Context: an optimization exercise on an open-source flow, tuned for small area, a short achievable clock period and few clock cycles. The choices shown serve that exercise and are no tape-out recipe.
The RTL was checked by simulation tests, not by an equivalence proof against the original design.
Power is estimated from default activity; no workload was simulated.

**design/flow/config.mk**
```make
export PLATFORM = sky130hd
export DESIGN_NAME = huff_tree
export DESIGN_NICKNAME = huff_tree
export VERILOG_FILES = /design/flow/design.v
export SDC_FILE = /design/flow/constraint.sdc
export NUM_CORES = 4
export LEC_CHECK = 0
export CAP_MARGIN = 20
export CORE_MARGIN = 2
export CORE_UTILIZATION = 60
export SLEW_MARGIN = 20
```
**design/flow/constraint.sdc**
```tcl
create_clock -name core_clock -period 10.0 [get_ports {clk}]
set_input_delay 2.0000 -clock core_clock [delete_from_list [all_inputs] [get_ports {clk}]]
set_output_delay 2.0000 -clock core_clock [all_outputs]
set_load 0.01 [all_outputs]
```
**design/flow/design.v**
```verilog
module huff_tree #(
    parameter K  = 16,   
    parameter FW = 12,   
    parameter SW = 16    
) (
    input  wire           clk,
    input  wire           rst,
    input  wire           cmd_valid,
    output wire           cmd_ready,
    input  wire [4:0]     k_cnt,
    input  wire [K*FW-1:0] freqs,
    output wire           out_valid,
    input  wire           out_ready,
    output wire           out_end,
    output wire [4:0]     out_left,
    output wire [4:0]     out_right,
    output wire [SW-1:0]  out_freq
);
    localparam ID = K/2;    
    integer j;
    function automatic lt_f(input [SW-1:0] a, input [SW-1:0] b);
        reg [SW-1:0] g, e;
        integer i, w;
        begin
            g = ~a & b;
            e = ~(a ^ b);
            for (w = 1; w < SW; w = w * 2)
                for (i = 0; i + w < SW; i = i + 2 * w) begin
                    g[i] = g[i+w] | (e[i+w] & g[i]);
                    e[i] = e[i+w] & e[i];
                end
            lt_f = g[0];
        end
    endfunction
    function automatic [SW-1:0] add_f(input [SW-1:0] a, input [SW-1:0] b);
        reg [SW-1:0] p, g, gn, pn;
        integer i, w;
        begin
            p = a ^ b;
            g = a & b;
            for (w = 1; w < SW; w = w * 2) begin
                gn = g; pn = p;
                for (i = w; i < SW; i = i + 1) begin
                    gn[i] = g[i] | (p[i] & g[i-w]);
                    pn[i] = p[i] & p[i-w];
                end
                g = gn; p = pn;
            end
            add_f = (a ^ b) ^ {g[SW-2:0], 1'b0};
        end
    endfunction
    localparam EW = FW + 6;       
    reg  [FW-1:0] ef [0:K-1];     
    reg  [3:0]    ei [0:K-1];     
    reg  [K-1:0]  ev;             
    reg  [K-1:0]  et;             
    reg  [3:0]    pt;             
    reg  [FW-1:0] ft;             
    reg           ilast;          
    reg           idone;          
    reg           itag;           
    reg           act;            
    reg           mt;             
    reg           pend;           
    reg  [4:0]    pk;             
    reg  [4:0]    ih;             
    reg  [SW-1:0] iq [0:ID-1];
    reg  [3:0]    n;              
    reg           o_v, o_e;
    reg  [4:0]    o_l, o_r;
    reg  [SW-1:0] o_f;
    reg           q_v, q_e;
    reg  [4:0]    q_l, q_r;
    reg  [SW-1:0] q_f;
    wire          room = !ev[K-1];
    assign cmd_ready = idone || (ilast && room && !pend);
    wire          acc  = cmd_valid && cmd_ready;
    wire          ins  = !idone && !pend && room;
    wire          purge = !cmd_valid && !pend;
    wire [FW-1:0] nf = (pt == 4'd0) ? freqs[FW-1:0] : ft;
    reg  [K+1:0]  c;
    always @(*) begin
        for (j = 0; j < K; j = j + 1)
            c[j] = ins && (!ev[j] ||
                           (et[j] == itag && (pt != 4'd0) &&
                            lt_f({{(SW-FW){1'b0}}, ft}, {{(SW-FW){1'b0}}, ef[j]})));
        c[K]   = ins;
        c[K+1] = ins;
    end
    wire          vl0 = ev[0] && (et[0] == mt);
    wire          vl1 = ev[1] && (et[1] == mt);
    wire          vi0 = (n != 4'd0);
    wire          vi1 = (n[3:1] != 3'd0);
    wire [SW-1:0] l0 = {{(SW-FW){1'b0}}, ef[0]};
    wire [SW-1:0] l1 = {{(SW-FW){1'b0}}, ef[1]};
    wire [SW-1:0] i0 = iq[0];
    wire [SW-1:0] i1 = iq[1];
    wire          last  = (vl0 && !vl1 && n == 4'd0) || (!vl0 && n == 4'd1);
    wire          go_end   = act && !q_v && last;
    wire          go_merge = act && !q_v && !last;
    wire          ca = vl0 && (!vi0 || !lt_f(i0, l0));    
    wire          cb = vl1 && (!vi0 || !lt_f(i0, l1));    
    wire          cc = vl0 && (!vi1 || !lt_f(i1, l0));    
    wire          k_ll = ca && cb;
    wire          k_la = ca && !cb;
    wire          k_lb = !ca && cc;
    wire          k_ii = !ca && !cc;
    wire          k_l1 = k_la || k_lb;                
    wire [SW-1:0] s_ll = add_f(l0, l1);
    wire [SW-1:0] s_li = add_f(l0, i0);
    wire [SW-1:0] s_ii = add_f(i0, i1);
    wire [SW-1:0] sum = ({SW{k_ll}} & s_ll) | ({SW{k_l1}} & s_li) | ({SW{k_ii}} & s_ii);
    wire [4:0]    ih1 = ih + 5'd1;
    wire [4:0]    ih2 = ih + 5'd2;
    wire [4:0]    xi = (k_ll || k_la) ? {1'b0, ei[0]} : ih;
    wire [4:0]    yi = k_ll ? {1'b0, ei[1]} : k_la ? ih : k_lb ? {1'b0, ei[0]} : ih1;
    wire [3:0]    n_p1 = n + 4'd1;
    wire [3:0]    n_m1 = n - 4'd1;
    wire          p1 = (go_merge && k_l1) || (go_end && vl0);
    wire          p2 = go_merge && k_ll;
    reg  [ID-1:0] e0, e1, e2;
    always @(*)
        for (j = 0; j < ID; j = j + 1) begin
            e0[j] = (n == j);
            e1[j] = (n == j + 1);
            e2[j] = (n == j + 2);
        end
    wire          start = (!act || go_end) && (pend || acc);
    wire          r_e = go_end;
    wire [4:0]    r_l = go_end ? (vl0 ? {1'b0, ei[0]} : ih) : xi;
    wire [4:0]    r_r = yi;
    wire [SW-1:0] r_f = go_end ? (vl0 ? l0 : i0) : sum;
    wire [EW-1:0] ent [0:K+1];
    wire [EW-1:0] ent_new = {itag, 1'b1, pt, nf};
    wire [EW-1:0] ent_n [0:K-1];
    genvar g, h;
    generate
        for (g = 0; g < K; g = g + 1) begin : g_ent
            assign ent[g] = {et[g], ev[g], ei[g], ef[g]};
        end
        assign ent[K]   = {EW{1'b0}};
        assign ent[K+1] = {EW{1'b0}};
        for (g = 0; g < K; g = g + 1) begin : g_next
            wire [EW-1:0] v [0:2];    
            for (h = 0; h < 3; h = h + 1) begin : g_shift
                if (g + h == 0)
                    assign v[h] = c[0] ? ent_new : ent[0];
                else
                    assign v[h] = !c[g+h] ? ent[g+h] : !c[g+h-1] ? ent_new : ent[g+h-1];
            end
            assign ent_n[g] = p2 ? v[2] : p1 ? v[1] : v[0];
        end
    endgenerate
    assign out_valid = o_v;
    assign out_end   = o_e;
    assign out_left  = o_l;
    assign out_right = o_r;
    assign out_freq  = o_f;
    always @(posedge clk) begin
        for (j = 0; j < K; j = j + 1) begin
            ef[j] <= ent_n[j][FW-1:0];
            ei[j] <= ent_n[j][FW+3:FW];
            et[j] <= ent_n[j][FW+5];
        end
        if (ins)
            ft <= freqs[(pt + 4'd1)*FW +: FW];
        if (go_merge)
            for (j = 0; j < ID; j = j + 1)
                iq[j] <= ((k_ll && e0[j]) || (k_l1 && e1[j]) || (k_ii && e2[j])) ? sum :
                         k_ll ? iq[j] : k_ii ? iq[(j+2) % ID] : iq[(j+1) % ID];
        if (!o_v || out_ready) begin
            o_e <= q_v ? q_e : r_e;
            o_l <= q_v ? q_l : r_l;
            o_r <= q_v ? q_r : r_r;
            o_f <= q_v ? q_f : r_f;
        end else if (!q_v) begin
            q_e <= r_e;
            q_l <= r_l;
            q_r <= r_r;
            q_f <= r_f;
        end
        if (acc)
            pk <= k_cnt;
        if (rst) begin
            ev    <= {K{1'b0}};
            pt    <= 4'd0;
            ilast <= 1'b0;
            idone <= 1'b0;
            itag  <= 1'b0;
            act   <= 1'b0;
            pend  <= 1'b0;
            n     <= 4'd0;
            o_v   <= 1'b0;
            q_v   <= 1'b0;
        end else begin
            for (j = 0; j < K; j = j + 1)
                ev[j] <= ent_n[j][FW+4] && !(purge && ent_n[j][FW+5] == itag);
            if (acc) begin
                pt    <= 4'd0;
                ilast <= 1'b0;
                idone <= 1'b0;
                itag  <= ~itag;
            end else if (!cmd_valid) begin
                pt    <= 4'd0;
                ilast <= 1'b0;
                idone <= 1'b0;
            end else if (ins) begin
                pt    <= pt + 4'd1;
                ilast <= ({1'b0, pt} + 5'd2 == k_cnt);
                idone <= ({1'b0, pt} + 5'd1 == k_cnt);
            end
            if (go_merge)
                n <= k_ll ? n_p1 : k_ii ? n_m1 : n;
            else if (go_end)
                n <= 4'd0;
            if (!o_v || out_ready) begin
                o_v <= q_v || go_merge || go_end;
                q_v <= 1'b0;
            end else if (go_merge || go_end) begin
                q_v <= 1'b1;
            end
            if (go_merge)
                ih <= k_ll ? ih : k_ii ? ih2 : ih1;
            if (start) begin
                act  <= 1'b1;
                mt   <= pend ? ~itag : itag;
                pend <= 1'b0;
                ih   <= pend ? pk : k_cnt;
            end else begin
                if (go_end)
                    act <= 1'b0;
                if (acc)
                    pend <= 1'b1;
            end
        end
    end
endmodule
```
**design/flow/flow/run.sh**
```bash
#!/bin/bash
# The standard layout (the standard.sh, standard synthesis included), with
# timing repair aiming at a setup slack of 6.5 ns: the clock and its constraints
# are unchanged, repair just works towards a shorter achieved period.
set -euo pipefail
export SETUP_SLACK_MARGIN=6.5
bash standard.sh > standard.log 2>&1
```
**design/flow/standard.sh**
```bash
#!/bin/bash
# synth_recipe.tcl (not shown) runs the flow's synth.tcl, then flattens the netlist and writes it again
# the make line also repeats each setting of config.mk as NAME=value (left out here)
make -C /OpenROAD-flow-scripts/flow DESIGN_CONFIG=/design/flow/config.mk WORK_HOME=/design/flow/orfs CLKGATE_MAP_FILE= SYNTH_SCRIPT=/design/flow/synth_recipe.tcl "${@:-finish}"
```
==> results.sh, run 1 <==
export IMPL_worstPathMaxFanout=7
export IMPL_avgSynthCellArea_um2=8.93
export IMPL_start_kind="flip-flop"
export IMPL_async_reset_ff_share_pct=0
export IMPL_post_route_min_period_ps=3670
export IMPL_finish_utilization_pct=75.1
export IMPL_synth_top_family_by_area="compound AO/OA/AOI/OAI gates"
export IMPL_start_util_pct=60.6
export IMPL_dr_pass1_iters=14
export IMPL_ir_drop_mv=0.178
export IMPL_dieWidth_um=248
export IMPL_die_height_um=248
export IMPL_overflow=0
export IMPL_yosys_mux_area_fraction_pct=14.5
export IMPL_rows=89
export IMPL_yosysWarnings=4
export IMPL_grt_pass1_wl_um=203000
export IMPL_clockBufferDepth=3
export IMPL_grt_pass1_vias=33837
export IMPL_fin_nets=4721
export IMPL_rsz0062_at_grt="true"
export IMPL_power_density_nw_per_um2=194
export IMPL_end_kind="flip-flop"
export IMPL_core_area_um2=59000
export IMPL_synth_ff_latch_count=508
export IMPL_grt_antenna_before_repair=5
export IMPL_gp_congestion=0.987
export IMPL_ant_nets=0
export IMPL_clk_pin_slew_ps=70
export IMPL_area_growth_pct=23.9
export IMPL_final_area_um2=44300
export IMPL_hp_class="flip-flop to flip-flop"
export IMPL_routed_wl_um=144000
export IMPL_cts_tree="yes"
export IMPL_synth_compound_area_share_pct=23.4
export IMPL_vias_per_cell=7.23
export IMPL_synth_xor_area_share_pct=1.62
export IMPL_slew_violations=0
export IMPL_hold_viol=0
export IMPL_setup_viol=0
export IMPL_cp_data_required_time_ps=10520
export IMPL_grt_start_max_net_pins=109
export IMPL_fmax_ghz=0.272
export IMPL_io_pins=230
export IMPL_num_vias=36790
export IMPL_maxSlewHeadroom_pct=30.4
export IMPL_finalCritPeriodShare_pct=36.7
export IMPL_fillers=3945
export IMPL_layout_common_cells="477 x nor2_1, 390 x a21oi_1, 377 x nand2_1, 345 x mux2i_1, 279 x dfxtp_1"
export IMPL_cts_root_buf="clkbuf_16"
export IMPL_synth_fa_ha_area_share_pct=8.84
export IMPL_finalNonFillerCells=5087
export IMPL_post_drt_wl_per_cell_um=28.2
export IMPL_synth_nets=4457
export IMPL_outcome="no timing/DRC/antenna violations"
export IMPL_drv_cap=0
export IMPL_port_buffers=229
export IMPL_drtIter0Drc=5905
export IMPL_fp_dieArea_um2=61600
export IMPL_yosysTopAreaCell="edfxtp_1"
export IMPL_synth_simple_area_share_pct=12.7
export IMPL_layout_commonest_cell="nor2_1"
export IMPL_cp_arrival_ps=4190
export IMPL_multi_input_area_um2=23700
export IMPL_drive_gt1_share_pct=17.1
export IMPL_finalSetupTns_ps=0
export IMPL_htree_num_levels=2
export IMPL_drc=0
export IMPL_max_slew_worst_pin_slew_ps=1040
export IMPL_seq_area_um2=12400
export IMPL_dp_hpwl_um=88000
export IMPL_post_place_ws_ps=4750
export IMPL_numCtsBuffers=55
export IMPL_clock_sinks=508
export IMPL_clock_latency_ps=660
export IMPL_placed_cells=4779
export IMPL_layout_setup_ws_ps=6330
export IMPL_grt_usage_pct=42.8
export IMPL_synthFlopType="dfxtp_1"
export IMPL_skew_ps=37.1
export IMPL_postSynthCellCount=4005
export IMPL_critPathKind="flip-flop to flip-flop"
export IMPL_synth_edf_count=221
export IMPL_power_leakage_nw=17.9
export IMPL_synth_area_leaders="edfxtp_1 19%, dfxtp_1 16%, mux2i_1 10%"
export IMPL_placed_area_um2=38500
export IMPL_netlist_area_um2=35800
export IMPL_ys_types=91
export IMPL_synth_top_area_share_pct=18.6
export IMPL_ys_seq_area_share_pct=34.6
-- per-layer routing --
| metal | vias up | global-route usage [%] | share of wire (%) |
|---|---|---|---|
| li1 | 15630 | - | - |
| met1 | 17578 | 61.2 | 39 |
| met2 | 3002 | 61.4 | 41 |
| met3 | 574 | 12.8 | 15 |
| met4 | 6 | 14.1 | 4.1 |
| met5 | - | 0 | 0.027 |
-- kinds of logic (layout without fill, tap and decap cells) --
kind of cell,after synthesis,in the layout
AO/OA/AOI/OAI,1280,1287
AND/OR/NAND/NOR,1075,1084
adder cells (fa/ha/maj),251,251
XOR/XNOR,66,66
buffers and inverters,374,665
other,0,2
multiplexers,451,451
flip-flops,508,508
-- where the power goes --
group | internal (mW) | switching (mW)
registers | 2.64 | 0.435
logic | 1.43 | 1.95
clock network | 1.18 | 0.942
-- timing repair --
item                                    CTS  global route
hold endpoints to repair                  0             0
hold buffers                              0             0
cloned                                   18            16
pin swaps                                32            52
setup buffers                            76            96
resized for setup                       245           265
endpoints found under the setup margin  669           476
-- through the flow --
stage / total power [mW] / hold slack [ps]
2_1_floorplan: 5.02 / 437
3_3_place_gp: 5.72 / 454
3_5_place_dp: 5.90 / 468
4_1_cts: 8.13 / 486
5_1_grt: 8.96 / 492
6_report: 8.58 / 478
-- final timing paths --
kind	startpoint	cells past startpoint	endpoint	slack (ps)
worst max-delay path	ft[4]	13	ef[8][8]	6330
worst min-delay path	ilast	2	ilast	480
worst max register to register	ft[4]	13	ef[8][8]	6330
worst min register to register	ilast	2	ilast	480
-- cell type report --
cell class | count | area share [%]
Timing Repair Buffer | 492 | 11.6
Inverter | 73 | 0.740
Sequential cell | 508 | 28.0
Clock inverter | 24 | 0.553
Antenna cell | 2 | 0.0113
Clock buffer | 76 | 3.49
Tap cell | 773 | 2.18
Multi-Input combinational cell | 3139 | 53.5
-- state kept, by name (all words and copies together) (netlist names), 4 cells and up --
name and count:
pt 4, q_r 5, ft 12, ev 16, iq 128, ih 5
o_r 5, pk 5, q_f 16, o_l 5, ef 192, et 16
n 4, o_f 16, q_l 5, ei 64
-- worst max-delay path, cell delays in order, from the launching register on --
cell	delay, ps
edfxtp_1	480
clkinvlp_4	270
ha_1	350
nand4_1	220
a211oi_4	410
o311ai_4	190
a31oi_4	310
buf_12	180
buf_4	150
mux2i_1	290
nor2_1	110
a21oi_1	290
a22o_1	210
a21oi_1	50
-- synthesized netlist by cell type (9+ instances only) --
cell      number
and3_1        13
nand2b_1      11
nand3_1       22
xnor2_1       42
xor2_1        24
ha_1         248
a22o_1        61
dfxtp_1      287
inv_1         72
a211oi_1      69
nand4_1       14
mux2i_1      359
o211ai_1      15
o22ai_1       42
buf_2         83
o21ai_0      265
nor3_1        36
mux2_2        43
o221ai_1      20
a21boi_0       9
a22oi_1       22
nand2_1      385
and2_1        18
nor2_1       493
nor4_1         9
mux4_2        48
edfxtp_1     221
a221o_1       10
a21oi_1      424
buf_1         37
nand4b_1       9
o21ai_1       18
or3_1         10
o21a_1        30
a221oi_1     138
a21o_1        24
a222oi_1      29
clkbuf_1     173
Testbench counts, summed over its fixed seeds: cycles 3,590.
==> run 2, diff against run 1 <==
--- a/design/flow/design.v
+++ b/design/flow/design.v
@@ -49,18 +49,17 @@
             add_f = (a ^ b) ^ {g[SW-2:0], 1'b0};
         end
     endfunction
-    localparam EW = FW + 6;       
+    localparam EW = FW + 4;       
     reg  [FW-1:0] ef [0:K-1];     
     reg  [3:0]    ei [0:K-1];     
-    reg  [K-1:0]  ev;             
-    reg  [K-1:0]  et;             
+    reg  [4:0]    occ;            
+    reg  [4:0]    lrem;           
+    reg  [4:0]    ibase;          
     reg  [3:0]    pt;             
     reg  [FW-1:0] ft;             
     reg           ilast;          
     reg           idone;          
-    reg           itag;           
     reg           act;            
-    reg           mt;             
     reg           pend;           
     reg  [4:0]    pk;             
     reg  [4:0]    ih;             
@@ -72,30 +71,30 @@
     reg           q_v, q_e;
     reg  [4:0]    q_l, q_r;
     reg  [SW-1:0] q_f;
-    wire          room = !ev[K-1];
-    assign cmd_ready = idone || (ilast && room && !pend);
+    wire          room = !occ[4];
+    assign cmd_ready = (idone || (ilast && room)) && !pend;
     wire          acc  = cmd_valid && cmd_ready;
-    wire          ins  = !idone && !pend && room;
-    wire          purge = !cmd_valid && !pend;
+    wire          ins  = !idone && room;
+    wire          purge = !cmd_valid;
     wire [FW-1:0] nf = (pt == 4'd0) ? freqs[FW-1:0] : ft;
     reg  [K+1:0]  c;
     always @(*) begin
         for (j = 0; j < K; j = j + 1)
-            c[j] = ins && (!ev[j] ||
-                           (et[j] == itag && (pt != 4'd0) &&
+            c[j] = ins && (j >= occ ||
+                           (j >= ibase && (pt != 4'd0) &&
                             lt_f({{(SW-FW){1'b0}}, ft}, {{(SW-FW){1'b0}}, ef[j]})));
         c[K]   = ins;
         c[K+1] = ins;
     end
-    wire          vl0 = ev[0] && (et[0] == mt);
-    wire          vl1 = ev[1] && (et[1] == mt);
+    wire          vl0 = (lrem != 5'd0);
+    wire          vl1 = (lrem[4:1] != 4'd0);
     wire          vi0 = (n != 4'd0);
     wire          vi1 = (n[3:1] != 3'd0);
     wire [SW-1:0] l0 = {{(SW-FW){1'b0}}, ef[0]};
     wire [SW-1:0] l1 = {{(SW-FW){1'b0}}, ef[1]};
     wire [SW-1:0] i0 = iq[0];
     wire [SW-1:0] i1 = iq[1];
-    wire          last  = (vl0 && !vl1 && n == 4'd0) || (!vl0 && n == 4'd1);
+    wire          last  = (lrem == 5'd1 && n == 4'd0) || (lrem == 5'd0 && n == 4'd1);
     wire          go_end   = act && !q_v && last;
     wire          go_merge = act && !q_v && !last;
     wire          ca = vl0 && (!vi0 || !lt_f(i0, l0));    
@@ -118,6 +117,8 @@
     wire [3:0]    n_m1 = n - 4'd1;
     wire          p1 = (go_merge && k_l1) || (go_end && vl0);
     wire          p2 = go_merge && k_ll;
+    wire [4:0]    lp = {3'd0, p2, p1};
+    wire [4:0]    occ_n = purge ? ibase - lp : occ - lp + (ins && cmd_valid);
     reg  [ID-1:0] e0, e1, e2;
     always @(*)
         for (j = 0; j < ID; j = j + 1) begin
@@ -131,26 +132,41 @@
     wire [4:0]    r_r = yi;
     wire [SW-1:0] r_f = go_end ? (vl0 ? l0 : i0) : sum;
     wire [EW-1:0] ent [0:K+1];
-    wire [EW-1:0] ent_new = {itag, 1'b1, pt, nf};
+    wire [EW-1:0] ent_new = {pt, nf};
     wire [EW-1:0] ent_n [0:K-1];
-    genvar g, h;
+    wire          q0 = !p1 && !p2;
+    genvar g;
     generate
         for (g = 0; g < K; g = g + 1) begin : g_ent
-            assign ent[g] = {et[g], ev[g], ei[g], ef[g]};
+            assign ent[g] = {ei[g], ef[g]};
         end
         assign ent[K]   = {EW{1'b0}};
         assign ent[K+1] = {EW{1'b0}};
         for (g = 0; g < K; g = g + 1) begin : g_next
-            wire [EW-1:0] v [0:2];    
-            for (h = 0; h < 3; h = h + 1) begin : g_shift
-                if (g + h == 0)
-                    assign v[h] = c[0] ? ent_new : ent[0];
-                else
-                    assign v[h] = !c[g+h] ? ent[g+h] : !c[g+h-1] ? ent_new : ent[g+h-1];
-            end
-            assign ent_n[g] = p2 ? v[2] : p1 ? v[1] : v[0];
+            wire cm = (g == 0) ? 1'b0 : c[g-1];
+            wire sm1 = q0 && c[g] && cm;
+            wire s0  = (q0 && !c[g]) || (p1 && c[g+1] && c[g]);
+            wire sp1 = (p1 && !c[g+1]) || (p2 && c[g+2] && c[g+1]);
+            wire sp2 = p2 && !c[g+2];
+            wire sn  = (q0 && c[g] && !cm) || (p1 && c[g+1] && !c[g]) ||
+                       (p2 && c[g+2] && !c[g+1]);
+            wire [EW-1:0] em1 = (g == 0) ? {EW{1'b0}} : ent[(g == 0) ? 0 : g-1];
+            assign ent_n[g] = ({EW{sm1}} & em1) | ({EW{s0}} & ent[g]) |
+                              ({EW{sp1}} & ent[g+1]) | ({EW{sp2}} & ent[g+2]) |
+                              ({EW{sn}} & ent_new);
         end
     endgenerate
+    reg  [SW-1:0] iq_n [0:ID-1];
+    reg           w_s, w_h, w_1, w_2;
+    always @(*)
+        for (j = 0; j < ID; j = j + 1) begin
+            w_s = go_merge && ((k_ll && e0[j]) || (k_l1 && e1[j]) || (k_ii && e2[j]));
+            w_h = !go_merge || (k_ll && !e0[j]);
+            w_1 = go_merge && k_l1 && !e1[j];
+            w_2 = go_merge && k_ii && !e2[j];
+            iq_n[j] = ({SW{w_h}} & iq[j]) | ({SW{w_1}} & iq[(j+1) % ID]) |
+                      ({SW{w_2}} & iq[(j+2) % ID]) | ({SW{w_s}} & sum);
+        end
     assign out_valid = o_v;
     assign out_end   = o_e;
     assign out_left  = o_l;
@@ -160,14 +176,11 @@
         for (j = 0; j < K; j = j + 1) begin
             ef[j] <= ent_n[j][FW-1:0];
             ei[j] <= ent_n[j][FW+3:FW];
-            et[j] <= ent_n[j][FW+5];
         end
         if (ins)
             ft <= freqs[(pt + 4'd1)*FW +: FW];
-        if (go_merge)
-            for (j = 0; j < ID; j = j + 1)
-                iq[j] <= ((k_ll && e0[j]) || (k_l1 && e1[j]) || (k_ii && e2[j])) ? sum :
-                         k_ll ? iq[j] : k_ii ? iq[(j+2) % ID] : iq[(j+1) % ID];
+        for (j = 0; j < ID; j = j + 1)
+            iq[j] <= iq_n[j];
         if (!o_v || out_ready) begin
             o_e <= q_v ? q_e : r_e;
             o_l <= q_v ? q_l : r_l;
@@ -182,24 +195,24 @@
         if (acc)
             pk <= k_cnt;
         if (rst) begin
-            ev    <= {K{1'b0}};
+            occ   <= 5'd0;
+            lrem  <= 5'd0;
+            ibase <= 5'd0;
             pt    <= 4'd0;
             ilast <= 1'b0;
             idone <= 1'b0;
-            itag  <= 1'b0;
             act   <= 1'b0;
             pend  <= 1'b0;
             n     <= 4'd0;
             o_v   <= 1'b0;
             q_v   <= 1'b0;
         end else begin
-            for (j = 0; j < K; j = j + 1)
-                ev[j] <= ent_n[j][FW+4] && !(purge && ent_n[j][FW+5] == itag);
+            occ   <= occ_n;
+            ibase <= (purge || acc) ? occ_n : ibase - lp;
             if (acc) begin
                 pt    <= 4'd0;
                 ilast <= 1'b0;
                 idone <= 1'b0;
-                itag  <= ~itag;
             end else if (!cmd_valid) begin
                 pt    <= 4'd0;
                 ilast <= 1'b0;
@@ -223,10 +236,11 @@
                 ih <= k_ll ? ih : k_ii ? ih2 : ih1;
             if (start) begin
                 act  <= 1'b1;
-                mt   <= pend ? ~itag : itag;
-                pend <= 1'b0;
+                pend <= pend && acc;
                 ih   <= pend ? pk : k_cnt;
+                lrem <= pend ? pk : k_cnt;
             end else begin
+                lrem <= lrem - lp;
                 if (go_end)
                     act <= 1'b0;
                 if (acc)
==> results.sh, run 2 <==
export IMPL_grt_usage_pct=49.7
export IMPL_cts_tree="yes"
export IMPL_io_pins=230
export IMPL_power_leakage_nw=15.2
export IMPL_slew_violations=0
export IMPL_setup_viol=0
export IMPL_multi_input_area_um2=21200
export IMPL_yosysWarnings=5
export IMPL_overflow=0
export IMPL_routed_wl_um=141000
export IMPL_slowest_stage="a211o_1"
export IMPL_finalNonFillerCells=4527
export IMPL_ctsHoldBuffers=0
export IMPL_power_density_nw_per_um2=246
export IMPL_rows=83
export IMPL_max_slew_worst_pin_slew_ps=1050
export IMPL_grt_antenna_before_repair=7
export IMPL_cp_arrival_ps=4360
export IMPL_avgSynthCellArea_um2=8.97
export IMPL_vias_per_cell=7.82
export IMPL_area_growth_pct=25.7
export IMPL_fmax_ghz=0.264
export IMPL_placed_cells=4289
export IMPL_netlist_area_um2=31500
export IMPL_path_buf_inv=5
export IMPL_rsz0062_at_grt="true"
export IMPL_holdWs_ps=485
export IMPL_synth_nets=3982
export IMPL_crit_chain="inv_1 > ha_1 > nand4b_1 > a211o_1 > a21oi_2 > o21ai_2 > o21a_4 > a21oi_4 > clkinv_4 > ha_4 > inv_2 > ha_4 > inv_2 > fa_2 > inv_2 > a21oi_2 > nor2_1 > or3_1 > a311oi_2 > o22a_1"
export IMPL_die_height_um=233
export IMPL_synthTopCellsByCount="518 x nand2_1, 413 x dfxtp_1, 263 x ha_1"
export IMPL_cts_root_buf="clkbuf_16"
export IMPL_clk_pin_slew_ps=70
export IMPL_cp_data_required_time_ps=10570
export IMPL_post_drt_wl_per_cell_um=31.1
export IMPL_ant_nets=0
export IMPL_crit_path_frequent_cell="inv_2"
export IMPL_dp_hpwl_um=95400
export IMPL_drc=0
export IMPL_grt_pass1_vias=33517
export IMPL_clockBufferDepth=3
export IMPL_largest_register_ffs=192
export IMPL_regMostFlops="ef"
export IMPL_async_reset_ff_share_pct=0
export IMPL_drtIter0Drc=7721
export IMPL_hold_viol=0
export IMPL_seq_area_um2=10700
export IMPL_post_route_min_period_ps=3790
export IMPL_grt_pass1_wl_um=205000
export IMPL_clock_sinks=489
export IMPL_fp_dieArea_um2=54300
export IMPL_path_delay_family="compound AO/OA/AOI/OAI gates"
export IMPL_outcome="no timing/DRC/antenna violations"
export IMPL_finalSetupTns_ps=0
export IMPL_ys_types=89
export IMPL_skew_ps=26.7
export IMPL_end_kind="flip-flop"
export IMPL_num_vias=35399
export IMPL_drv_cap=0
export IMPL_synth_ff_latch_count=489
export IMPL_start_util_pct=61.0
export IMPL_ir_drop_mv=0.136
export IMPL_ys_seq_area_share_pct=33.5
export IMPL_layout_common_cells="502 x nand2_1, 371 x dfxtp_1, 241 x ha_1, 200 x clkdlybuf4s50_1, 175 x a222oi_1"
export IMPL_numCtsBuffers=53
export IMPL_fin_nets=4268
export IMPL_top_regs="ef: 192 flops, iq: 128 flops, ei: 64 flops"
export IMPL_grt_start_max_net_pins=53
export IMPL_fillers=3501
export IMPL_synthFlopType="dfxtp_1"
export IMPL_critPathKind="flip-flop to flip-flop"
export IMPL_drive_gt1_share_pct=16.9
export IMPL_hp_class="flip-flop to flip-flop"
export IMPL_maxSlewHeadroom_pct=30.3
export IMPL_clock_latency_ps=640
export IMPL_synth_edf_count=76
export IMPL_dr_pass1_iters=17
export IMPL_dieWidth_um=233
export IMPL_worstPathMaxFanout=5
export IMPL_core_area_um2=51600
export IMPL_port_buffers=229
export IMPL_synth_top_area_share_pct=26.3
export IMPL_finalCritPeriodShare_pct=37.9
export IMPL_synth_area_leaders="dfxtp_1 26%, ha_1 10%, edfxtp_1 7.2%"
export IMPL_postSynthCellCount=3512
export IMPL_gp_congestion=1.03
export IMPL_htree_num_levels=2
export IMPL_cpPeakStageDelay_ps=390
export IMPL_layout_commonest_cell="nand2_1"
export IMPL_yosysTopAreaCell="dfxtp_1"
export IMPL_synth_most_common_cell="nand2_1"
export IMPL_start_kind="flip-flop"
## run 2: final cells by class
cell class	count	area share, %
Clock inverter	29	0.632
Multi-Input combinational cell	2691	53.7
Inverter	119	1.25
Clock buffer	71	3.81
Timing Repair Buffer	443	11.5
Timing Repair inverter	1	0.0190
Antenna cell	4	0.0253
Tap cell	680	2.15
Sequential cell	489	26.9
## run 2: where the power goes
part	internal (mW)	total, mW	switching, mW
Combinational	1.81	4.21	2.41
Clock	1.16	2.04	0.883
Sequential	2.53	3.47	0.943
Total	5.50	9.73	4.24
## run 2: timing repair
item,4_1_cts,5_1_grt
gates cloned,7,2
gates resized for setup,279,116
buffers inserted,83,41
setup endpoints to repair,498,432
pin swaps,54,54
## run 2: final timing paths
kind,slack [ps],from,endpoint,cells past startpoint
min reg2reg,490,ei[15][2],ei[15][2],1
max reg2reg,6210,iq[1][2],ibase[4],20
min,490,ei[15][2],ei[15][2],1
max,6210,iq[1][2],ibase[4],20
## run 2: cell families after synthesis
family	count (synthesis)	synth area share, %
AO/OA/AOI/OAI	1263	30.3
XOR/XNOR	58	1.61
adder cells (fa/ha/maj)	269	10.8
buffers and inverters	334	4.14
flip-flops	489	33.5
multiplexers	95	4.96
AND/OR/NAND/NOR	1004	14.6
## run 2: metal layers
metal,GRT usage (%),vias up,wire length (µm)
met5,0,-,41
met4,28.1,6,10400
met3,22.9,868,25600
met2,68.7,3385,55100
met1,63.4,16647,49800
li1,-,14493,-
## run 2: stage by stage
stage	util, %	cell area [µm²]	setup slack (ps)	total power [mW]
final	76.7	39600	6210	9.73
after global placement	67.2	34700	4420	6.67
after detailed placement	67.3	34700	4210	6.85
after CTS	74.8	38600	6240	9.21
after global routing	76.7	39600	6030	10.0
after floorplan	-	31600	6080	5.42
Testbench counts of run 2, summed over its fixed seeds: cycles 3,279.
==> run 3, diff against run 2 <==
--- a/design/flow/design.v
+++ b/design/flow/design.v
@@ -68,9 +68,6 @@
     reg           o_v, o_e;
     reg  [4:0]    o_l, o_r;
     reg  [SW-1:0] o_f;
-    reg           q_v, q_e;
-    reg  [4:0]    q_l, q_r;
-    reg  [SW-1:0] q_f;
     wire          room = !occ[4];
     assign cmd_ready = (idone || (ilast && room)) && !pend;
     wire          acc  = cmd_valid && cmd_ready;
@@ -95,8 +92,9 @@
     wire [SW-1:0] i0 = iq[0];
     wire [SW-1:0] i1 = iq[1];
     wire          last  = (lrem == 5'd1 && n == 4'd0) || (lrem == 5'd0 && n == 4'd1);
-    wire          go_end   = act && !q_v && last;
-    wire          go_merge = act && !q_v && !last;
+    wire          oslot = !o_v || out_ready;
+    wire          go_end   = act && oslot && last;
+    wire          go_merge = act && oslot && !last;
     wire          ca = vl0 && (!vi0 || !lt_f(i0, l0));    
     wire          cb = vl1 && (!vi0 || !lt_f(i0, l1));    
     wire          cc = vl0 && (!vi1 || !lt_f(i1, l0));    
@@ -118,7 +116,20 @@
     wire          p1 = (go_merge && k_l1) || (go_end && vl0);
     wire          p2 = go_merge && k_ll;
     wire [4:0]    lp = {3'd0, p2, p1};
-    wire [4:0]    occ_n = purge ? ibase - lp : occ - lp + (ins && cmd_valid);
+    wire [4:0]    occ_p1 = occ + 5'd1;
+    wire [4:0]    occ_m1 = occ - 5'd1;
+    wire [4:0]    occ_m2 = occ - 5'd2;
+    wire [4:0]    ib_m1  = ibase - 5'd1;
+    wire [4:0]    ib_m2  = ibase - 5'd2;
+    wire [4:0]    lr_m1  = lrem - 5'd1;
+    wire [4:0]    lr_m2  = lrem - 5'd2;
+    wire          insv   = ins && cmd_valid;
+    wire [4:0]    occ_0  = purge ? ibase : insv ? occ_p1 : occ;
+    wire [4:0]    occ_1  = purge ? ib_m1 : insv ? occ    : occ_m1;
+    wire [4:0]    occ_2  = purge ? ib_m2 : insv ? occ_m1 : occ_m2;
+    wire [4:0]    occ_n  = p2 ? occ_2 : p1 ? occ_1 : occ_0;
+    wire [4:0]    ib_n   = p2 ? ib_m2 : p1 ? ib_m1 : ibase;
+    wire [4:0]    lr_n   = p2 ? lr_m2 : p1 ? lr_m1 : lrem;
     reg  [ID-1:0] e0, e1, e2;
     always @(*)
         for (j = 0; j < ID; j = j + 1) begin
@@ -181,16 +192,11 @@
             ft <= freqs[(pt + 4'd1)*FW +: FW];
         for (j = 0; j < ID; j = j + 1)
             iq[j] <= iq_n[j];
-        if (!o_v || out_ready) begin
-            o_e <= q_v ? q_e : r_e;
-            o_l <= q_v ? q_l : r_l;
-            o_r <= q_v ? q_r : r_r;
-            o_f <= q_v ? q_f : r_f;
-        end else if (!q_v) begin
-            q_e <= r_e;
-            q_l <= r_l;
-            q_r <= r_r;
-            q_f <= r_f;
+        if (go_merge || go_end) begin
+            o_e <= r_e;
+            o_l <= r_l;
+            o_r <= r_r;
+            o_f <= r_f;
         end
         if (acc)
             pk <= k_cnt;
@@ -205,10 +211,9 @@
             pend  <= 1'b0;
             n     <= 4'd0;
             o_v   <= 1'b0;
-            q_v   <= 1'b0;
         end else begin
             occ   <= occ_n;
-            ibase <= (purge || acc) ? occ_n : ibase - lp;
+            ibase <= (purge || acc) ? occ_n : ib_n;
             if (acc) begin
                 pt    <= 4'd0;
                 ilast <= 1'b0;
@@ -226,12 +231,10 @@
                 n <= k_ll ? n_p1 : k_ii ? n_m1 : n;
             else if (go_end)
                 n <= 4'd0;
-            if (!o_v || out_ready) begin
-                o_v <= q_v || go_merge || go_end;
-                q_v <= 1'b0;
-            end else if (go_merge || go_end) begin
-                q_v <= 1'b1;
-            end
+            if (go_merge || go_end)
+                o_v <= 1'b1;
+            else if (out_ready)
+                o_v <= 1'b0;
             if (go_merge)
                 ih <= k_ll ? ih : k_ii ? ih2 : ih1;
             if (start) begin
@@ -240,7 +243,7 @@
                 ih   <= pend ? pk : k_cnt;
                 lrem <= pend ? pk : k_cnt;
             end else begin
-                lrem <= lrem - lp;
+                lrem <= lr_n;
                 if (go_end)
                     act <= 1'b0;
                 if (acc)
==> results.sh, run 3 <==
export IMPL_outcome="no timing/DRC/antenna violations"
export IMPL_cp_data_required_time_ps=10530
export IMPL_synth_most_common_cell="dfxtp_1"
export IMPL_ir_drop_mv=0.209
export IMPL_drive_gt1_share_pct=25.1
export IMPL_gp_congestion=0.995
export IMPL_async_reset_ff_share_pct=0
export IMPL_placed_area_um2=33900
export IMPL_finish_utilization_pct=82.1
export IMPL_hold_viol=0
export IMPL_dp_hpwl_um=88400
export IMPL_cp_arrival_ps=5260
export IMPL_finalCritPeriodShare_pct=47.4
export IMPL_finalSetupTns_ps=0
export IMPL_holdWs_ps=490
export IMPL_p_total_mw=8.57
export IMPL_ctsHoldBuffers=0
export IMPL_layout_common_cells="364 x dfxtp_1, 335 x nand2_1, 297 x a222oi_1, 256 x ha_1, 223 x buf_4"
export IMPL_num_vias=37327
export IMPL_ys_seq_area_share_pct=31.7
export IMPL_grt_start_max_net_pins=65
export IMPL_skew_ps=57.0
export IMPL_overflow=0
export IMPL_clockBufferDepth=3
export IMPL_power_leakage_nw=16.1
export IMPL_synth_nets=3872
export IMPL_regMostFlops="ef"
export IMPL_drc=0
export IMPL_cts_root_buf="clkbuf_16"
export IMPL_synth_area_leaders="dfxtp_1 27%, ha_1 11%, a222oi_1 9.7%"
export IMPL_synth_ff_latch_count=461
export IMPL_clock_latency_ps=690
export IMPL_grt_antenna_before_repair=11
export IMPL_yosysTopAreaCell="dfxtp_1"
export IMPL_dieWidth_um=230
export IMPL_ant_nets=0
export IMPL_start_kind="flip-flop"
export IMPL_max_slew_worst_pin_slew_ps=1410
export IMPL_post_route_min_period_ps=4740
export IMPL_core_area_um2=50300
export IMPL_fin_nets=4301
export IMPL_netlist_area_um2=30700
export IMPL_top_regs="ef: 192 flops, iq: 128 flops, ei: 64 flops"
export IMPL_post_drt_wl_per_cell_um=34.9
export IMPL_setup_viol=0
export IMPL_io_pins=230
export IMPL_drv_cap=0
export IMPL_layout_commonest_cell="dfxtp_1"
export IMPL_postSynthCellCount=3395
export IMPL_vias_per_cell=8.21
export IMPL_die_height_um=230
export IMPL_critPathKind="flip-flop to flip-flop"
export IMPL_fp_dieArea_um2=52900
export IMPL_fmax_ghz=0.211
export IMPL_synthTopCellsByCount="412 x dfxtp_1, 352 x nand2_1, 297 x a222oi_1"
export IMPL_maxSlewHeadroom_pct=6.30
export IMPL_power_density_nw_per_um2=208
export IMPL_grt_pass1_wl_um=200000
export IMPL_grt_pass1_vias=33091
export IMPL_htree_num_levels=2
export IMPL_dr_pass1_iters=23
export IMPL_drtIter0Drc=9045
export IMPL_synth_top_area_share_pct=26.9
export IMPL_port_buffers=229
export IMPL_area_growth_pct=34.7
export IMPL_avgSynthCellArea_um2=9.03
export IMPL_start_util_pct=61.0
export IMPL_final_area_um2=41300
export IMPL_ys_types=106
export IMPL_yosysWarnings=5
export IMPL_end_kind="flip-flop"
export IMPL_largest_register_ffs=192
export IMPL_synth_edf_count=49
export IMPL_slew_violations=0
export IMPL_rsz0062_at_grt="true"
export IMPL_numCtsBuffers=51
export IMPL_worstPathMaxFanout=8
export IMPL_clock_sinks=461
export IMPL_clk_pin_slew_ps=70
export IMPL_routed_wl_um=159000
export IMPL_grt_usage_pct=48.6
export IMPL_rows=82
export IMPL_cts_tree="yes"
export IMPL_hp_class="flip-flop to flip-flop"
export IMPL_synthFlopType="dfxtp_1"
-- run 3: cell types whose count changed after synthesis, moves of 48 or more --
cell      previous run  this run
a221oi_1            55         7
o211ai_1           157        68
o21ai_0            169       234
a222oi_1           175       297
nand2_1            518       352
-- run 3: worst max-delay path, cell delays in order, from the launching register on --
cell	delay, ps
edfxtp_1	610
clkinvlp_4	260
buf_8	190
buf_8	140
ha_4	210
a21o_1	180
a211o_1	320
nor3_2	250
a21oi_2	110
buf_4	160
a221oi_2	500
nand2_1	450
o221ai_4	500
clkbuf_16	260
nand2_1	70
nand3_1	390
-- run 3: final cells by class --
| cell class | instances | area [µm²] |
|---|---|---|
| multi-input cells | 2570 | 22000 |
| flip-flops and latches | 461 | 9840 |
| fillers | 2885 | 8980 |
| repair buffers | 587 | 6290 |
| clock buffers | 72 | 1510 |
| well taps | 672 | 841 |
| inverters | 152 | 613 |
| clock inverters | 22 | 148 |
| diodes | 7 | 17.5 |
| repair inverters | 1 | 5.00 |
-- run 3: where the power goes --
group / internal [mW] / leakage [nW] / switching [mW]
registers: 2.28 / 3.89 / 0.834
clock network: 1.06 / 0.834 / 0.880
logic: 1.51 / 11.4 / 2.01
total: 4.85 / 16.1 / 3.72
-- run 3: final timing paths --
kind                                 from   endpoint  slack [ps]  cells past startpoint
worst max-delay path                ft[9]   ei[1][0]        5260                     15
worst min-delay path            ef[15][2]  ef[15][2]         490                      1
worst max register to register      ft[9]   ei[1][0]        5260                     15
worst min register to register  ef[15][2]  ef[15][2]         490                      1
-- run 3: timing repair --
| item | CTS | global route |
|---|---|---|
| setup buffers | 91 | 152 |
| gates cloned | 18 | 23 |
| resized for setup | 300 | 378 |
| pin swaps | 63 | 166 |
| endpoints found under the setup margin | 454 | 417 |
-- run 3: kinds of logic after synthesis --
family          after synthesis  share of synthesized area, %
flops                       461                          31.7
buf+inv                     377                          5.02
mux                          82                          4.69
xor+xnor                     71                          2.03
compound gates             1360                          33.5
simple gates                768                          11.7
fa+ha+maj                   276                          11.3
-- run 3: routing by layer --
layer	routed length, µm	global-route usage (%)
met5	155	0
met4	21100	41.0
met3	25100	12.3
met2	64900	77.6
met1	47300	54.4
-- run 3: stage by stage --
stage               setup WS, ps  cells
CTS                         6390   4361
floorplan                   5810   3395
detailed placement          3830   4158
finish                      5260   4544
global placement            3910   4157
global route                5240   4538
Testbench counts of run 3, summed over its fixed seeds: cycles 3,279.
==> run 4, diff against run 3 <==
--- a/design/flow/config.mk
+++ b/design/flow/config.mk
@@ -7,5 +7,5 @@
 export LEC_CHECK = 0
 export CAP_MARGIN = 20
 export CORE_MARGIN = 2
-export CORE_UTILIZATION = 60
+export CORE_UTILIZATION = 50
 export SLEW_MARGIN = 20
==> results.sh, run 4 <==
export IMPL_placed_area_um2=34200
export IMPL_cp_arrival_ps=4270
export IMPL_grt_pass1_vias=32292
export IMPL_cts_root_buf="clkbuf_16"
export IMPL_port_buffers=229
export IMPL_synth_fa_ha_area_share_pct=11.3
export IMPL_power_leakage_nw=15.4
export IMPL_grt_start_max_net_pins=60
export IMPL_ir_drop_mv=0.175
export IMPL_rows=90
export IMPL_area_growth_pct=30.4
export IMPL_regMostFlops="ef"
export IMPL_num_vias=33672
export IMPL_start_kind="flip-flop"
export IMPL_yosys_mux_area_fraction_pct=4.69
export IMPL_clk_pin_slew_ps=60
export IMPL_postSynthCellCount=3395
export IMPL_fp_dieArea_um2=63300
export IMPL_cts_tree="yes"
export IMPL_hp_class="flip-flop to flip-flop"
export IMPL_finalCritPeriodShare_pct=37.0
export IMPL_dieWidth_um=252
export IMPL_drive_gt1_share_pct=20.3
export IMPL_fmax_ghz=0.271
export IMPL_max_slew_worst_pin_slew_ps=1080
export IMPL_io_pins=230
export IMPL_netlist_area_um2=30700
export IMPL_ys_seq_area_share_pct=31.7
export IMPL_p_total_mw=8.18
export IMPL_largest_register_ffs=192
export IMPL_worstPathMaxFanout=16
export IMPL_drtIter0Drc=6162
export IMPL_outcome="no timing/DRC/antenna violations"
export IMPL_ant_nets=0
export IMPL_die_height_um=252
export IMPL_synth_top_area_share_pct=26.9
export IMPL_clock_latency_ps=640
export IMPL_top_regs="ef: 192 flops, iq: 128 flops, ei: 64 flops"
export IMPL_seq_area_um2=9810
export IMPL_hold_viol=0
export IMPL_routed_wl_um=142000
export IMPL_synthFlopType="dfxtp_1"
export IMPL_critPathKind="flip-flop to flip-flop"
export IMPL_vias_per_cell=7.38
export IMPL_htree_num_levels=2
export IMPL_numCtsBuffers=52
export IMPL_grt_pass1_wl_um=202000
export IMPL_yosysWarnings=5
export IMPL_grt_usage_pct=41.6
export IMPL_layout_commonest_cell="dfxtp_1"
export IMPL_cp_data_required_time_ps=10580
export IMPL_slew_violations=0
export IMPL_multi_input_area_um2=21300
export IMPL_clock_sinks=461
export IMPL_synth_most_common_cell="dfxtp_1"
export IMPL_synth_ff_latch_count=461
export IMPL_synth_nets=3872
export IMPL_ys_types=106
export IMPL_post_route_min_period_ps=3700
export IMPL_synth_area_leaders="dfxtp_1 27%, ha_1 11%, a222oi_1 9.7%"
export IMPL_finalSetupTns_ps=0
export IMPL_post_drt_wl_per_cell_um=31.1
export IMPL_drv_cap=0
export IMPL_synth_simple_area_share_pct=11.7
export IMPL_fin_nets=4213
export IMPL_clockBufferDepth=3
export IMPL_dr_pass1_iters=14
export IMPL_synth_xor_area_share_pct=2.03
export IMPL_synth_top_family_by_area="compound AO/OA/AOI/OAI gates"
export IMPL_grt_antenna_before_repair=1
export IMPL_core_area_um2=60500
export IMPL_drc=0
export IMPL_synth_compound_area_share_pct=33.5
export IMPL_synthTopCellsByCount="412 x dfxtp_1, 352 x nand2_1, 297 x a222oi_1"
export IMPL_start_util_pct=50.7
export IMPL_dp_hpwl_um=94900
export IMPL_rsz0062_at_grt="true"
export IMPL_layout_common_cells="368 x dfxtp_1, 340 x nand2_1, 297 x a222oi_1, 263 x ha_1, 201 x o21ai_0"
export IMPL_gp_congestion=0.974
export IMPL_yosysTopAreaCell="dfxtp_1"
export IMPL_power_density_nw_per_um2=205
export IMPL_final_area_um2=40000
export IMPL_synth_edf_count=49
export IMPL_skew_ps=34.4
export IMPL_setup_viol=0
export IMPL_overflow=0
export IMPL_end_kind="flip-flop"
export IMPL_fillers=4759
export IMPL_r2r_slack_ps=6300
export IMPL_antenna_cells=0
export IMPL_async_reset_ff_share_pct=0
export IMPL_avgSynthCellArea_um2=9.03
export IMPL_maxSlewHeadroom_pct=28.3
==> run 4: cell counts after synthesis <==
Identical to the previous run, type by type.
==> run 4: cell families (layout without fill, tap and decap cells) <==
kind of cell / after synthesis / count (layout)
adder cells (fa/ha/maj): 276 / 276
flip-flops: 461 / 461
buffers and inverters: 377 / 754
AND/OR/NAND/NOR: 768 / 775
multiplexers: 82 / 82
AO/OA/AOI/OAI: 1360 / 1360
XOR/XNOR: 71 / 71
==> run 4: cell type report <==
type	instances	area share (%)
inverter	152	1.50
multi-input combinational	2564	53.3
clock buffer	81	4.11
timing repair buffer	504	13.8
timing repair inverter	1	0.0125
tap	782	2.45
clock inverter	16	0.276
sequential	461	24.6
==> run 4: per-stage QoR <==
| stage | utilization [%] | std cells | hold WS, ps | setup WS [ps] |
|---|---|---|---|---|
| 3_3_place_gp | 56.4 | 4270 | 471 | 3840 |
| 2_1_floorplan | - | 3395 | 453 | 5810 |
| 3_5_place_dp | 56.5 | 4272 | 474 | 3730 |
| 5_1_grt | 66.1 | 4561 | 502 | 6240 |
| 6_report | 66.1 | 4561 | 485 | 6300 |
| 4_1_cts | 63.3 | 4480 | 485 | 6360 |
==> run 4: final timing paths <==
check                           startpoint         to  cells past startpoint
worst max-delay path                 ft[9]  ef[13][8]                     16
worst max register to register       ft[9]  ef[13][8]                     16
worst min register to register   ef[15][4]  ef[15][4]                      1
worst min-delay path             ef[15][4]  ef[15][4]                      1
==> run 4: layer usage <==
layer	track usage (%)	vias to the layer above	part of all wire (%)
met5	0	-	0.012
met4	29.4	2	9.6
met3	7.16	753	10
met2	69.8	2530	46
met1	48.3	16054	34
li1	-	14333	-
==> run 4: timing repair <==
| action | 4_1_cts | 5_1_grt |
|---|---|---|
| hold buffers | 0 | 0 |
| pin swaps | 34 | 78 |
| gates resized for setup | 263 | 213 |
| buffers inserted | 101 | 67 |
| endpoints found under the hold margin | 0 | 0 |
| setup endpoints to repair | 465 | 414 |
| gates cloned | 10 | 14 |
==> run 4: where the power goes <==
group          switching, mW  internal, mW
clock                  0.861          1.13
sequential             0.795          2.28
combinational           1.73          1.38
total                   3.39          4.79
==> run 4: worst max-delay path, cell delays in order, from the launching register on <==
cell and delay, ps:
edfxtp_1 440, inv_1 130, buf_12 150, ha_1 240
a21o_1 200, a22o_1 220, a2111oi_4 430, buf_4 200
buf_6 100, buf_12 90, a21oi_4 90, nor4_1 550
a41oi_1 160, o21ai_2 170, buf_12 230, a222oi_1 150
nand2_1 80
==> run 5, diff against run 4 <==
--- a/design/flow/design.v
+++ b/design/flow/design.v
@@ -52,10 +52,11 @@
     localparam EW = FW + 4;       
     reg  [FW-1:0] ef [0:K-1];     
     reg  [3:0]    ei [0:K-1];     
-    reg  [4:0]    occ;            
+    reg  [K-1:0]  t_occ;          
     reg  [4:0]    lrem;           
-    reg  [4:0]    ibase;          
+    reg  [K-1:0]  t_ib;           
     reg  [3:0]    pt;             
+    reg           ptnz;           
     reg  [FW-1:0] ft;             
     reg           ilast;          
     reg           idone;          
@@ -68,17 +69,17 @@
     reg           o_v, o_e;
     reg  [4:0]    o_l, o_r;
     reg  [SW-1:0] o_f;
-    wire          room = !occ[4];
+    wire          room = t_occ[K-1];
     assign cmd_ready = (idone || (ilast && room)) && !pend;
     wire          acc  = cmd_valid && cmd_ready;
     wire          ins  = !idone && room;
     wire          purge = !cmd_valid;
-    wire [FW-1:0] nf = (pt == 4'd0) ? freqs[FW-1:0] : ft;
+    wire [FW-1:0] nf = ptnz ? ft : freqs[FW-1:0];
     reg  [K+1:0]  c;
     always @(*) begin
         for (j = 0; j < K; j = j + 1)
-            c[j] = ins && (j >= occ ||
-                           (j >= ibase && (pt != 4'd0) &&
+            c[j] = ins && (t_occ[j] ||
+                           (t_ib[j] && ptnz &&
                             lt_f({{(SW-FW){1'b0}}, ft}, {{(SW-FW){1'b0}}, ef[j]})));
         c[K]   = ins;
         c[K+1] = ins;
@@ -116,19 +117,21 @@
     wire          p1 = (go_merge && k_l1) || (go_end && vl0);
     wire          p2 = go_merge && k_ll;
     wire [4:0]    lp = {3'd0, p2, p1};
-    wire [4:0]    occ_p1 = occ + 5'd1;
-    wire [4:0]    occ_m1 = occ - 5'd1;
-    wire [4:0]    occ_m2 = occ - 5'd2;
-    wire [4:0]    ib_m1  = ibase - 5'd1;
-    wire [4:0]    ib_m2  = ibase - 5'd2;
+    wire [K-1:0]  occ_p1 = {t_occ[K-2:0], 1'b0};
+    wire [K-1:0]  occ_m1 = {1'b1, t_occ[K-1:1]};
+    wire [K-1:0]  occ_m2 = {2'b11, t_occ[K-1:2]};
+    wire [K-1:0]  ibase  = t_ib;
+    wire [K-1:0]  ib_m1  = {1'b1, t_ib[K-1:1]};
+    wire [K-1:0]  ib_m2  = {2'b11, t_ib[K-1:2]};
+    wire [K-1:0]  occ    = t_occ;
     wire [4:0]    lr_m1  = lrem - 5'd1;
     wire [4:0]    lr_m2  = lrem - 5'd2;
     wire          insv   = ins && cmd_valid;
-    wire [4:0]    occ_0  = purge ? ibase : insv ? occ_p1 : occ;
-    wire [4:0]    occ_1  = purge ? ib_m1 : insv ? occ    : occ_m1;
-    wire [4:0]    occ_2  = purge ? ib_m2 : insv ? occ_m1 : occ_m2;
-    wire [4:0]    occ_n  = p2 ? occ_2 : p1 ? occ_1 : occ_0;
-    wire [4:0]    ib_n   = p2 ? ib_m2 : p1 ? ib_m1 : ibase;
+    wire [K-1:0]  occ_0  = purge ? ibase : insv ? occ_p1 : occ;
+    wire [K-1:0]  occ_1  = purge ? ib_m1 : insv ? occ    : occ_m1;
+    wire [K-1:0]  occ_2  = purge ? ib_m2 : insv ? occ_m1 : occ_m2;
+    wire [K-1:0]  occ_n  = p2 ? occ_2 : p1 ? occ_1 : occ_0;
+    wire [K-1:0]  ib_n   = p2 ? ib_m2 : p1 ? ib_m1 : ibase;
     wire [4:0]    lr_n   = p2 ? lr_m2 : p1 ? lr_m1 : lrem;
     reg  [ID-1:0] e0, e1, e2;
     always @(*)
@@ -201,10 +204,11 @@
         if (acc)
             pk <= k_cnt;
         if (rst) begin
-            occ   <= 5'd0;
+            t_occ <= {K{1'b1}};
             lrem  <= 5'd0;
-            ibase <= 5'd0;
+            t_ib  <= {K{1'b1}};
             pt    <= 4'd0;
+            ptnz  <= 1'b0;
             ilast <= 1'b0;
             idone <= 1'b0;
             act   <= 1'b0;
@@ -212,18 +216,21 @@
             n     <= 4'd0;
             o_v   <= 1'b0;
         end else begin
-            occ   <= occ_n;
-            ibase <= (purge || acc) ? occ_n : ib_n;
+            t_occ <= occ_n;
+            t_ib  <= (purge || acc) ? occ_n : ib_n;
             if (acc) begin
                 pt    <= 4'd0;
+                ptnz  <= 1'b0;
                 ilast <= 1'b0;
                 idone <= 1'b0;
             end else if (!cmd_valid) begin
                 pt    <= 4'd0;
+                ptnz  <= 1'b0;
                 ilast <= 1'b0;
                 idone <= 1'b0;
             end else if (ins) begin
                 pt    <= pt + 4'd1;
+                ptnz  <= 1'b1;
                 ilast <= ({1'b0, pt} + 5'd2 == k_cnt);
                 idone <= ({1'b0, pt} + 5'd1 == k_cnt);
             end
--- a/design/flow/config.mk
+++ b/design/flow/config.mk
@@ -7,5 +7,5 @@
 export LEC_CHECK = 0
 export CAP_MARGIN = 20
 export CORE_MARGIN = 2
-export CORE_UTILIZATION = 50
+export CORE_UTILIZATION = 40
 export SLEW_MARGIN = 20
==> results.sh, run 5 <==
export IMPL_outcome="no timing/DRC/antenna violations"
export IMPL_drive_gt1_share_pct=21.6
export IMPL_drc=0
export IMPL_io_pins=230
export IMPL_cp_arrival_ps=4220
export IMPL_r2r_slack_ps=6280
export IMPL_maxSlewHeadroom_pct=40.1
export IMPL_top_regs="ef: 192 flops, iq: 128 flops, ei: 64 flops"
export IMPL_rsz0062_at_grt="true"
export IMPL_dieWidth_um=284
export IMPL_num_vias=33366
export IMPL_grt_pass1_vias=31200
export IMPL_gp_congestion=0.911
export IMPL_dr_pass1_iters=14
export IMPL_skew_ps=48.0
export IMPL_grt_pass1_wl_um=199000
export IMPL_slew_violations=0
export IMPL_post_route_min_period_ps=3750
export IMPL_power_leakage_nw=15.6
export IMPL_clock_sinks=484
export IMPL_async_reset_ff_share_pct=0
export IMPL_largest_register_ffs=192
export IMPL_critPathKind="input pin to flip-flop"
export IMPL_clock_latency_ps=660
export IMPL_cts_tree="yes"
export IMPL_post_drt_wl_per_cell_um=28.3
export IMPL_synthTopCellsByCount="435 x dfxtp_1, 417 x nand2_1, 266 x a222oi_1"
export IMPL_end_kind="flip-flop"
export IMPL_dp_hpwl_um=88800
export IMPL_power_density_nw_per_um2=207
export IMPL_postSynthCellCount=3406
export IMPL_grt_antenna_before_repair=3
export IMPL_yosysTopAreaCell="dfxtp_1"
export IMPL_synth_most_common_cell="dfxtp_1"
export IMPL_synth_top_area_share_pct=27.9
export IMPL_max_slew_worst_pin_slew_ps=898
export IMPL_core_area_um2=77300
export IMPL_hp_start="iq[6][7]"
export IMPL_grt_start_max_net_pins=63
export IMPL_hold_viol=0
export IMPL_ys_seq_area_share_pct=32.6
export IMPL_regMostFlops="ef"
export IMPL_finalCritPeriodShare_pct=37.5
export IMPL_ant_nets=0
export IMPL_ir_drop_mv=0.149
export IMPL_drtIter0Drc=5528
export IMPL_start_util_pct=40.4
export IMPL_final_area_um2=41700
export IMPL_hp_class="flip-flop to flip-flop"
export IMPL_drv_cap=0
export IMPL_routed_wl_um=138000
export IMPL_synth_ff_latch_count=484
export IMPL_finalSetupTns_ps=0
export IMPL_netlist_area_um2=31200
export IMPL_avgSynthCellArea_um2=9.17
export IMPL_synth_area_leaders="dfxtp_1 28%, ha_1 10%, a222oi_1 8.5%"
export IMPL_synth_edf_count=49
export IMPL_crit_start="out_ready"
export IMPL_die_height_um=284
export IMPL_clk_pin_slew_ps=70
export IMPL_placed_area_um2=34500
export IMPL_r2r_start="ft[7]"
export IMPL_layout_common_cells="406 x dfxtp_1, 385 x nand2_1, 266 x a222oi_1, 244 x ha_1, 228 x o21ai_0"
export IMPL_cts_root_buf="clkbuf_16"
export IMPL_layout_commonest_cell="dfxtp_1"
export IMPL_worstPathMaxFanout=8
export IMPL_htree_num_levels=2
export IMPL_yosysWarnings=5
export IMPL_setup_viol=0
export IMPL_fmax_ghz=0.267
export IMPL_port_buffers=229
export IMPL_vias_per_cell=6.83
export IMPL_finish_utilization_pct=53.9
export IMPL_synth_nets=3861
export IMPL_cp_data_required_time_ps=10470
export IMPL_rows=102
export IMPL_numCtsBuffers=56
export IMPL_ys_types=101
export IMPL_start_kind="input pin"
export IMPL_area_growth_pct=33.3
export IMPL_grt_usage_pct=31.6
export IMPL_overflow=0
export IMPL_synthFlopType="dfxtp_1"
export IMPL_ctsHoldBuffers=0
export IMPL_fp_dieArea_um2=80400
export IMPL_fin_nets=4247
export IMPL_clockBufferDepth=3
==> run 5: final timing paths <==
path | endpoint | cells past startpoint
hold reg to reg | iq[5][7] | 2
hold / removal | iq[5][7] | 2
setup reg to reg | ef[3][11] | 12
setup / recovery | ef[10][11] | 15
==> run 5: per-layer routing <==
layer | routed length, µm | vias up | track usage, % | share of wire [%]
met1 | 52200 | 16057 | 40.3 | 38
li1 | - | 14545 | - | -
met5 | 0 | - | 0 | 0
met3 | 15200 | 515 | 5.57 | 11
met2 | 62000 | 2249 | 51.3 | 45
met4 | 8850 | 0 | 16.1 | 6.4
==> run 5: area by class of cell <==
class | instances | area, µm²
repair buffers | 529 | 5980
clock buffers | 78 | 1630
diodes | 2 | 5.00
multi-input cells | 2630 | 21700
repair inverters | 1 | 5.00
clock inverters | 28 | 415
fillers | 6851 | 35700
flip-flops and latches | 484 | 10200
well taps | 1040 | 1300
inverters | 90 | 359
==> run 5: through the flow <==
| stage | hold WS (ps) | setup slack [ps] | power (mW) | instances |
|---|---|---|---|---|
| 6_report | 480 | 6250 | 8.61 | 4882 |
| 3_3_place_gp | 466 | 3960 | 5.70 | 4517 |
| 5_1_grt | 515 | 6190 | 9.01 | 4880 |
| 4_1_cts | 483 | 6370 | 8.30 | 4804 |
| 3_5_place_dp | 471 | 3860 | 5.75 | 4518 |
| 2_1_floorplan | 446 | 5800 | 4.83 | 3406 |
==> run 5: power breakdown <==
| part | switching [mW] | leakage, nW | internal [mW] |
|---|---|---|---|
| combinational | 1.65 | 10.5 | 1.44 |
| clock | 0.927 | 1.01 | 1.37 |
| sequential | 0.803 | 4.04 | 2.42 |
==> run 5: cells by family (layout without fill, tap and decap cells) <==
family / count (synthesis) / after routing / share of synthesized area, %
buffers and inverters: 307 / 726 / 4.55
adders and majority gates: 254 / 254 / 10.2
muxes: 103 / 103 / 5.39
other: 0 / 2 / 0
DFF: 484 / 484 / 32.6
and+or+nand+nor: 900 / 906 / 13.2
AOI/OAI and AO/OA: 1305 / 1314 / 32.5
xor gates and xnor gates: 53 / 53 / 1.49
==> run 5: repair_timing <==
| item | 4_1_cts | 5_1_grt |
|---|---|---|
| gates resized for setup | 333 | 161 |
| gates cloned | 25 | 10 |
| pin swaps | 110 | 116 |
| buffers inserted | 155 | 66 |
| endpoints found under the setup margin | 482 | 429 |
==> run 5: critical path: stages <==
cell and delay, ps:
buf_6 60, nand2b_4 150, nand2_8 70, nor2_4 130, buf_8 130, nand2_8 60
a221oi_4 230, buf_12 160, buf_6 100, buf_6 100, nor4_4 40, buf_6 170
a31o_4 270, a222oi_1 350, o211ai_1 190
Testbench counts of run 5, summed over its fixed seeds: cycles 3,279.

==> afterwards: timing with drivers on the ports <==
The results above use ideal ports. As a check the final layouts listed here were re-extracted and re-timed, cells and wires unchanged.
Step 1: set_driving_cell puts a clkbuf_16 on clk and a buf_2 on each other input, an assumption about the parent block.
Step 2 moves the port delays by t, midway between the first and last clock arrival at a register: inputs arrive t later, outputs are due t later. That takes back most of the time a late clock gives input paths.
a / b / c = ideal ports / drivers / drivers and shift; a / b = the first two.
| run | shift t [ns] | slack for setup (ns) | worst setup path at the end | latest minus earliest clock arrival (ns) |
|---|---|---|---|---|
| run 1 | 0.710 | 6.330 / 6.330 / 5.925 | input to register | 0.037 / 0.038 |
| run 2 | 0.691 | 6.208 / 6.208 / 5.973 | input to register | 0.027 / 0.028 |
| run 3 | 0.730 | 5.262 / 5.262 / 5.225 | input to register | 0.057 / 0.057 |
| run 4 | 0.689 | 6.304 / 6.304 / 5.736 | input to register | 0.035 / 0.035 |
| run 5 | 0.710 | 6.249 / 6.279 / 5.574 | input to register | 0.049 / 0.048 |
After both steps every run listed still meets setup and hold. For run 5, which loses most, drivers alone change the setup slack by +0.030 ns; drivers and shift together by -0.675 ns.
